This design comes from an exercise in tuning for small area, a short achievable clock period and few clock cycles per item on the open sky130 flow, not from production work.
In this exercise RTL edits were held to simulation tests only and were not proved equivalent to the original.
The clock port is modelled as an ideal driver; clocking choices that lean on that would not hold on a real chip.
No activity file was given, so power comes from the tool's default toggle rates.

// rt_lpm
module rt_lpm #(
    parameter ROUTE_CAP = 16,
    parameter NUM_IF    = 8
) (
    input  wire        clk,
    input  wire        rst,
    input  wire        in_valid,
    output wire        in_ready,
    input  wire [7:0]  in_opc,
    input  wire [7:0]  in_sel,
    input  wire [31:0] in_w0,
    input  wire [31:0] in_w1,
    input  wire [31:0] in_w2,
    output reg         out_valid,
    output reg  [7:0]  out_status,
    output reg  [31:0] out_w0,
    output reg  [31:0] out_w1,
    output reg  [31:0] out_w2,
    output reg         faulted
);
clock: 35.0 ns
lec_check: 0
cap_margin: 10
core_margin: 2
core_utilization: 60
cts_buf_list: sky130_fd_sc_hd__clkbuf_16
cts_cluster_diameter: 100
cts_cluster_size: 20
place_density: 0.7
slew_margin: 10
standard.sh (not shown) runs the stock make flow with config.mk's settings and CLKGATE_MAP_FILE= SYNTH_SCRIPT=/design/flow/synth_recipe.tcl, a recipe that flattens the netlist after the stock synthesis.
==> flow/flow/run.sh <==
#!/bin/bash
set -euo pipefail
export BUFFER_PORTS_ARGS="-buffer_cell sky130_fd_sc_hd__buf_1"
export PRE_CTS_TCL="$(pwd)/flow/size_outputs.tcl"
bash standard.sh finish > standard_flow.log 2>&1
==> flow/flow/size_outputs.tcl <==
# Hook run before CTS: make the output ports faster to drive. Each output
# port's buffer becomes a buf_2 and the flip-flop that feeds it (if any) the
# _2 strength of the same flip-flop type. Only drive strengths change.
set block [ord::get_db_block]
set nbuf 0
set nff 0
foreach bterm [$block getBTerms] {
  if {[$bterm getIoType] != "OUTPUT"} { continue }
  set net [$bterm getNet]
  if {$net == "NULL"} { continue }
  foreach iterm [$net getITerms] {
    if {![$iterm isOutputSignal]} { continue }
    set buf [$iterm getInst]
    set bmaster [[$buf getMaster] getName]
    if {[string match "sky130_fd_sc_hd__buf_*" $bmaster] && $bmaster != "sky130_fd_sc_hd__buf_2"} {
      replace_cell [$buf getName] sky130_fd_sc_hd__buf_2
      incr nbuf
    }
    foreach it2 [$buf getITerms] {
      if {![$it2 isInputSignal]} { continue }
      set n2 [$it2 getNet]
      if {$n2 == "NULL"} { continue }
      foreach it3 [$n2 getITerms] {
        if {![$it3 isOutputSignal]} { continue }
        set drv [$it3 getInst]
        set dm [[$drv getMaster] getName]
        if {[regexp {^(sky130_fd_sc_hd__dfxtp)_1$} $dm -> base]} {
          replace_cell [$drv getName] ${base}_2
          incr nff
        }
      }
    }
  }
}
puts "size_outputs: $nbuf port buffers, $nff flip-flops resized"
The starting point produced a clean layout.
Testbench counts at the start, summed over its fixed seeds: cycles 24,024, items 24,000.
Rerun with:
--- a/flow/flow/run.sh
+++ b/flow/flow/run.sh
@@ -4 +3,0 @@
-export PRE_CTS_TCL="$(pwd)/flow/size_outputs.tcl"
Settings changed: CAP_MARGIN 10 to 20, CORE_UTILIZATION 60 to 70, PLACE_DENSITY 0.7 to 0.8, SLEW_MARGIN 10 to 20.
removed: flow/flow/size_outputs.tcl
Result:
- sequential power stays flat
- total power decreases by about 0.53%
- setup slack loses 88 ps
- synthesized area stays the same
Rerun with:
--- a/flow/flow/run.sh
+++ b/flow/flow/run.sh
@@ -3,0 +4 @@
+export PRE_CTS_TCL="$(pwd)/flow/size_outputs.tcl"
==> flow/flow/size_outputs.tcl (new file) <==
# Hook run before CTS: make the output ports faster to drive. Each output
# port's buffer becomes a buf_2 and the flip-flop that feeds it (if any) the
# _2 strength of the same flip-flop type. Only drive strengths change.
set block [ord::get_db_block]
set nbuf 0
set nff 0
foreach bterm [$block getBTerms] {
  if {[$bterm getIoType] != "OUTPUT"} { continue }
  set net [$bterm getNet]
  if {$net == "NULL"} { continue }
  foreach iterm [$net getITerms] {
    if {![$iterm isOutputSignal]} { continue }
    set buf [$iterm getInst]
    set bmaster [[$buf getMaster] getName]
    if {[string match "sky130_fd_sc_hd__buf_*" $bmaster] && $bmaster != "sky130_fd_sc_hd__buf_2"} {
      replace_cell [$buf getName] sky130_fd_sc_hd__buf_2
      incr nbuf
    }
    foreach it2 [$buf getITerms] {
      if {![$it2 isInputSignal]} { continue }
      set n2 [$it2 getNet]
      if {$n2 == "NULL"} { continue }
      foreach it3 [$n2 getITerms] {
        if {![$it3 isOutputSignal]} { continue }
        set drv [$it3 getInst]
        set dm [[$drv getMaster] getName]
        if {[regexp {^(sky130_fd_sc_hd__dfxtp)_1$} $dm -> base]} {
          replace_cell [$drv getName] ${base}_2
          incr nff
        }
      }
    }
  }
}
puts "size_outputs: $nbuf port buffers, $nff flip-flops resized"
Settings changed: CORE_UTILIZATION 70 to 60, PLACE_DENSITY 0.8 to 0.7.
The changed run passed the timing, design-rule and antenna checks; cell count went up by 2.7%; power went up by 0.30%; clock-buffer cell count rose by 1; worst hold slack loses 4.3 ps; global-route usage decreases by 6.9 points; utilization went down by 11 points; via count decreases by 2.4%; clock power went up by about 1%; design area rose by 0.72%.
Rerun with:
Settings changed: CTS_CLUSTER_DIAMETER 100 to 120, CTS_CLUSTER_SIZE 20 to 25.
=> Setup slack is worse by 8.3 ps; area after synthesis is unchanged; final area shrinks by 0.76%; clock skew shrinks by 6.6 ps; synthesized cell count is unchanged.

The RTL this note starts from:
==> flow/design.v <==
module rt_lpm #(
    parameter ROUTE_CAP = 16,
    parameter NUM_IF    = 8
) (
    input  wire        clk,
    input  wire        rst,
    input  wire        in_valid,
    output wire        in_ready,
    input  wire [7:0]  in_opc,
    input  wire [7:0]  in_sel,
    input  wire [31:0] in_w0,
    input  wire [31:0] in_w1,
    input  wire [31:0] in_w2,
    output reg         out_valid,
    output reg  [7:0]  out_status,
    output reg  [31:0] out_w0,
    output reg  [31:0] out_w1,
    output reg  [31:0] out_w2,
    output reg         faulted
);
    localparam IFW = (NUM_IF > 1) ? $clog2(NUM_IF) : 1;
    localparam CW  = $clog2(ROUTE_CAP + 1);
    localparam [7:0] OPC_NOP    = 8'h00;
    localparam [7:0] OPC_RESET  = 8'h01;
    localparam [7:0] OPC_ADD    = 8'h50;
    localparam [7:0] OPC_LOOKUP = 8'h52;
    localparam [7:0] ST_OK         = 8'h00;
    localparam [7:0] ST_ILLEGAL    = 8'h01;
    localparam [7:0] ST_MALFORMED  = 8'h02;
    localparam [7:0] ST_BAD_IF     = 8'h03;
    localparam [7:0] ST_BAD_ARG    = 8'h04;
    function [31:0] len_mask;
        input [5:0] len;
        begin
            if (len == 6'd0)
                len_mask = 32'h0;
            else
                len_mask = ~(32'hffffffff >> len);
        end
    endfunction
    function pfx_match;
        input [31:0] x;
        input [5:0]  len;
        reg   [3:0]  bz;        
        reg   [2:0]  nb;        
        reg   [7:0]  pb;        
        integer g;
        begin
            for (g = 0; g < 4; g = g + 1)
                bz[g] = (x[31-8*g -: 8] == 8'd0);
            nb = len[5:3];
            pfx_match = 1'b1;
            for (g = 0; g < 4; g = g + 1)
                if (g < nb && !bz[g])
                    pfx_match = 1'b0;
            case (len[4:3])
                2'd0: pb = x[31:24];
                2'd1: pb = x[23:16];
                2'd2: pb = x[15:8];
                default: pb = x[7:0];
            endcase
            if (!len[5] && ((pb & ~(8'hff >> len[2:0])) != 8'd0))
                pfx_match = 1'b0;
        end
    endfunction
    reg  rdy;
    assign in_ready = rdy;
    wire fire = in_valid && rdy;
    reg            c_v;
    reg            c_nop, c_reset, c_add, c_lookup;    
    reg [IFW-1:0]  c_ifx;        
    reg [1:0]      c_sel_hi;     
    reg [31:0]     c_w0;
    reg [31:0]     c_w1;
    reg [5:0]      c_len;        
    reg            c_nhv;        
    reg [6:0]      c_resv;       
    always @(posedge clk) begin
        if (rst)
            c_v <= 1'b0;
        else
            c_v <= fire;
        c_nop    <= (in_opc == OPC_NOP);
        c_reset  <= (in_opc == OPC_RESET);
        c_add    <= (in_opc == OPC_ADD);
        c_lookup <= (in_opc == OPC_LOOKUP);
        c_ifx    <= in_sel[IFW-1:0];
        c_sel_hi <= {|in_sel[7:5], |in_sel[4:IFW]};
        c_w0     <= in_w0;
        c_w1     <= in_w1;
        c_len    <= in_w2[5:0];
        c_nhv    <= in_w2[8];
        c_resv   <= {|in_w2[7:6],   |in_w2[12:9],  |in_w2[16:13],
                     |in_w2[20:17], |in_w2[24:21], |in_w2[28:25],
                     |in_w2[31:29]};
    end
    wire sel_nz  = (|c_sel_hi) || (|c_ifx);
    wire sel_bad = |c_sel_hi;              
    wire resv    = |c_resv;
    reg  [7:0] status;
    always @(*) begin
        if (c_nop || c_reset || c_lookup)
            status = sel_nz ? ST_MALFORMED : ST_OK;
        else if (c_add) begin
            if (resv)
                status = ST_MALFORMED;
            else if (sel_bad)
                status = ST_BAD_IF;
            else if (c_len > 6'd32)
                status = ST_BAD_ARG;
            else
                status = ST_OK;
        end else
            status = ST_ILLEGAL;
    end
    reg  fault_pend;      
    wire act       = c_v && !faulted && !fault_pend;
    wire st_ok     = (status == ST_OK);
    wire do_reset  = act && st_ok && c_reset;
    wire do_add    = act && st_ok && c_add;
    wire lk_ok     = st_ok && c_lookup;
    reg [CW-1:0]   count;
    reg [5:0]      t_len [0:ROUTE_CAP-1];
    reg [31:0]     t_pfx [0:ROUTE_CAP-1];    
    reg            t_nhv [0:ROUTE_CAP-1];
    reg [31:0]     t_nh  [0:ROUTE_CAP-1];    
    reg [IFW-1:0]  t_ifx [0:ROUTE_CAP-1];
    reg [ROUTE_CAP-1:0] match;
    reg [ROUTE_CAP-1:0] same;
    integer i, b;
    always @(*) begin
        for (i = 0; i < ROUTE_CAP; i = i + 1) begin
            match[i] = (i < count) && pfx_match(c_w0 ^ t_pfx[i], t_len[i]);
            same[i]  = match[i] && (t_len[i] == c_len);
        end
    end
    wire same_found = |same;
    wire full       = (count == ROUTE_CAP);
    wire overflow   = do_add && !same_found && full;
    reg [ROUTE_CAP-1:0] wr;
    always @(*) begin
        for (i = 0; i < ROUTE_CAP; i = i + 1)
            wr[i] = do_add && (same[i] || (!same_found && count == i));
    end
    wire [31:0] add_nh  = c_nhv ? c_w1 : 32'd0;
    always @(posedge clk) begin
        for (i = 0; i < ROUTE_CAP; i = i + 1) begin
            if (wr[i]) begin
                t_len[i] <= c_len;
                t_pfx[i] <= c_w0;
                t_nhv[i] <= c_nhv;
                t_nh[i]  <= add_nh;
                t_ifx[i] <= c_ifx;
            end
        end
    end
    always @(posedge clk) begin
        if (rst || do_reset)
            count <= {CW{1'b0}};
        else if (do_add && !same_found && !full)
            count <= count + 1'b1;
    end
    reg [ROUTE_CAP-1:0] cand1;
    reg [ROUTE_CAP-1:0] with_bit1;
    reg [5:4]           lk_len1;
    always @(*) begin
        cand1 = lk_ok ? match : {ROUTE_CAP{1'b0}};
        for (b = 5; b >= 4; b = b - 1) begin
            for (i = 0; i < ROUTE_CAP; i = i + 1)
                with_bit1[i] = cand1[i] && t_len[i][b];
            lk_len1[b] = |with_bit1;
            if (lk_len1[b])
                cand1 = with_bit1;
        end
    end
    reg                 s_v;
    reg [2:0]           s_status;
    reg                 s_hit;
    reg [ROUTE_CAP-1:0] s_cand;      
    reg [5:4]           s_len;
    reg [31:0]          s_dst;
    always @(posedge clk) begin
        if (rst) begin
            s_v        <= 1'b0;
            fault_pend <= 1'b0;
        end else begin
            s_v <= act && !overflow;
            if (act && overflow)
                fault_pend <= 1'b1;
        end
        rdy <= rst || !(faulted || fault_pend || (act && overflow));
        s_status <= status[2:0];
        s_hit    <= lk_ok && (|match);
        s_cand   <= cand1;
        s_len    <= lk_len1;
        s_dst    <= c_w0;
    end
    reg [ROUTE_CAP-1:0] cand;
    reg [ROUTE_CAP-1:0] with_bit;
    reg [5:0]           lk_len;
    always @(*) begin
        cand = s_cand;
        lk_len[5:4] = s_len;
        for (b = 3; b >= 0; b = b - 1) begin
            for (i = 0; i < ROUTE_CAP; i = i + 1)
                with_bit[i] = cand[i] && t_len[i][b];
            lk_len[b] = |with_bit;
            if (lk_len[b])
                cand = with_bit;
        end
    end
    wire lk_hit = s_hit;
    reg            lk_nhv;
    reg [31:0]     lk_nh;
    reg [IFW-1:0]  lk_ifx;
    always @(*) begin
        lk_nhv = 1'b0;
        lk_nh  = 32'd0;
        lk_ifx = {IFW{1'b0}};
        for (i = 0; i < ROUTE_CAP; i = i + 1) begin
            lk_nhv = lk_nhv | (cand[i] & t_nhv[i]);
            lk_nh  = lk_nh  | ({32{cand[i]}} & t_nh[i]);
            lk_ifx = lk_ifx | ({IFW{cand[i]}} & t_ifx[i]);
        end
    end
    always @(posedge clk) begin
        if (rst) begin
            faulted   <= 1'b0;
            out_valid <= 1'b0;
        end else begin
            out_valid <= s_v && !faulted;
            if (fault_pend)
                faulted <= 1'b1;
        end
        out_status <= {5'd0, s_status};
        out_w0     <= {8'd0, {(8-IFW){1'b0}}, lk_ifx, 2'b00, lk_len,
                       6'd0, lk_nhv, lk_hit};
        out_w1     <= lk_nh;
        out_w2     <= s_dst & len_mask(lk_len);
    end
endmodule
export LEC_CHECK = 0
export CAP_MARGIN = 20
export CORE_MARGIN = 2
export CORE_UTILIZATION = 60
export CTS_BUF_LIST = sky130_fd_sc_hd__clkbuf_16
export CTS_CLUSTER_DIAMETER = 120
export CTS_CLUSTER_SIZE = 25
export GPL_ROUTABILITY_DRIVEN = 0
export PLACE_DENSITY = 0.7
export SLEW_MARGIN = 20
create_clock -name core_clock -period 35.0 [get_ports {clk}]
==> flow/flow/run.sh <==
#!/bin/bash
set -euo pipefail
export BUFFER_PORTS_ARGS="-buffer_cell sky130_fd_sc_hd__buf_1"
export PRE_CTS_TCL="$(pwd)/flow/size_outputs.tcl"
bash standard.sh finish > standard_flow.log 2>&1
==> flow/flow/size_outputs.tcl <==
# Hook run before CTS: make the output ports faster to drive. Each output
# port's buffer becomes a buf_2 and the flip-flop that feeds it (if any) the
# _2 strength of the same flip-flop type. Only drive strengths change.
set block [ord::get_db_block]
set nbuf 0
set nff 0
foreach bterm [$block getBTerms] {
  if {[$bterm getIoType] != "OUTPUT"} { continue }
  set net [$bterm getNet]
  if {$net == "NULL"} { continue }
  foreach iterm [$net getITerms] {
    if {![$iterm isOutputSignal]} { continue }
    set buf [$iterm getInst]
    set bmaster [[$buf getMaster] getName]
    if {[string match "sky130_fd_sc_hd__buf_*" $bmaster] && $bmaster != "sky130_fd_sc_hd__buf_2"} {
      replace_cell [$buf getName] sky130_fd_sc_hd__buf_2
      incr nbuf
    }
    foreach it2 [$buf getITerms] {
      if {![$it2 isInputSignal]} { continue }
      set n2 [$it2 getNet]
      if {$n2 == "NULL"} { continue }
      foreach it3 [$n2 getITerms] {
        if {![$it3 isOutputSignal]} { continue }
        set drv [$it3 getInst]
        set dm [[$drv getMaster] getName]
        if {[regexp {^(sky130_fd_sc_hd__dfxtp)_1$} $dm -> base]} {
          replace_cell [$drv getName] ${base}_2
          incr nff
        }
      }
    }
  }
}
puts "size_outputs: $nbuf port buffers, $nff flip-flops resized"
Testbench counts at the start, summed over its fixed seeds: cycles 24,024, items 24,000.
Rerun with:
Settings changed: GPL_ROUTABILITY_DRIVEN 0 to unset, PLACE_DENSITY 0.7 to 0.8.
Design area is about the same.
Sequential power barely changes.
Cell count hardly moves.
Routed wire length drops by 1.1%.
Die area is unchanged.
Total power hardly moves.
Global-route usage fell by 0.56 points.
Worst hold slack gains 0.0052 ns.
Count of clock-buffer cells in the layout is higher by 3.
Setup slack gets better by 0.024 ns.
Rerun with:
==> flow/flow/run.sh (replaced) <==
#!/bin/bash
set -euo pipefail
export BUFFER_PORTS_ARGS="-buffer_cell sky130_fd_sc_hd__buf_1"
bash standard.sh finish > standard_flow.log 2>&1
Settings changed: CTS_CLUSTER_DIAMETER 120 to 100, CTS_CLUSTER_SIZE 25 to 20, PLACE_DENSITY 0.8 to 0.7.
removed: flow/flow/size_outputs.tcl
Outcome: Sequential cell count does not change; power increases by about 3.7%; via count falls by about 1%; final cell count increases by about 0.6%; sequential share of layout area came out lower by 0.47 points; wire length increases by about 2%; final area increases by 0.51%.

[separate check: timing with driven ports]
The flow's constraints put no driver on any port. The routed layouts listed below were extracted and timed again, unchanged, in two steps. Step 1, drivers: a clkbuf_16 drives clk and a buf_2 each remaining input, both assumed. Step 2 also shifts input and output timing later by t, the mid clock arrival at the registers, as if the neighbouring blocks saw the same clock. a / b / c = ideal / step 1 / step 2; a / b = the first two.
run | shift t [ns] | setup slack, ns | hold slack, ns | latest minus earliest clock arrival (ns) | cell pins on the clock port's net
the first run of note 1 | 0.770 | 26.822 / 26.751 / 27.062 | 0.336 / 0.336 / 0.336 | 0.041 / 0.041 | 1
the second run of note 1 | 0.754 | 26.734 / 26.663 / 27.014 | 0.339 / 0.339 / 0.339 | 0.040 / 0.040 | 1
the third run of note 1 | 0.772 | 26.826 / 26.754 / 27.054 | 0.335 / 0.335 / 0.335 | 0.043 / 0.043 | 1
the fourth run of note 1 | 0.755 | 26.818 / 26.743 / 27.051 | 0.334 / 0.334 / 0.334 | 0.034 / 0.034 | 1
the first run of note 2 | 0.756 | 26.834 / 26.765 / 27.055 | 0.331 / 0.331 / 0.331 | 0.035 / 0.034 | 1
the second run of note 2 | 0.750 | 26.858 / 26.785 / 27.026 | 0.336 / 0.336 / 0.336 | 0.047 / 0.047 | 1
the third run of note 2 | 0.770 | 26.755 / 26.684 / 27.054 | 0.336 / 0.336 / 0.336 | 0.043 / 0.043 | 1
After both steps every run listed still meets setup and hold.
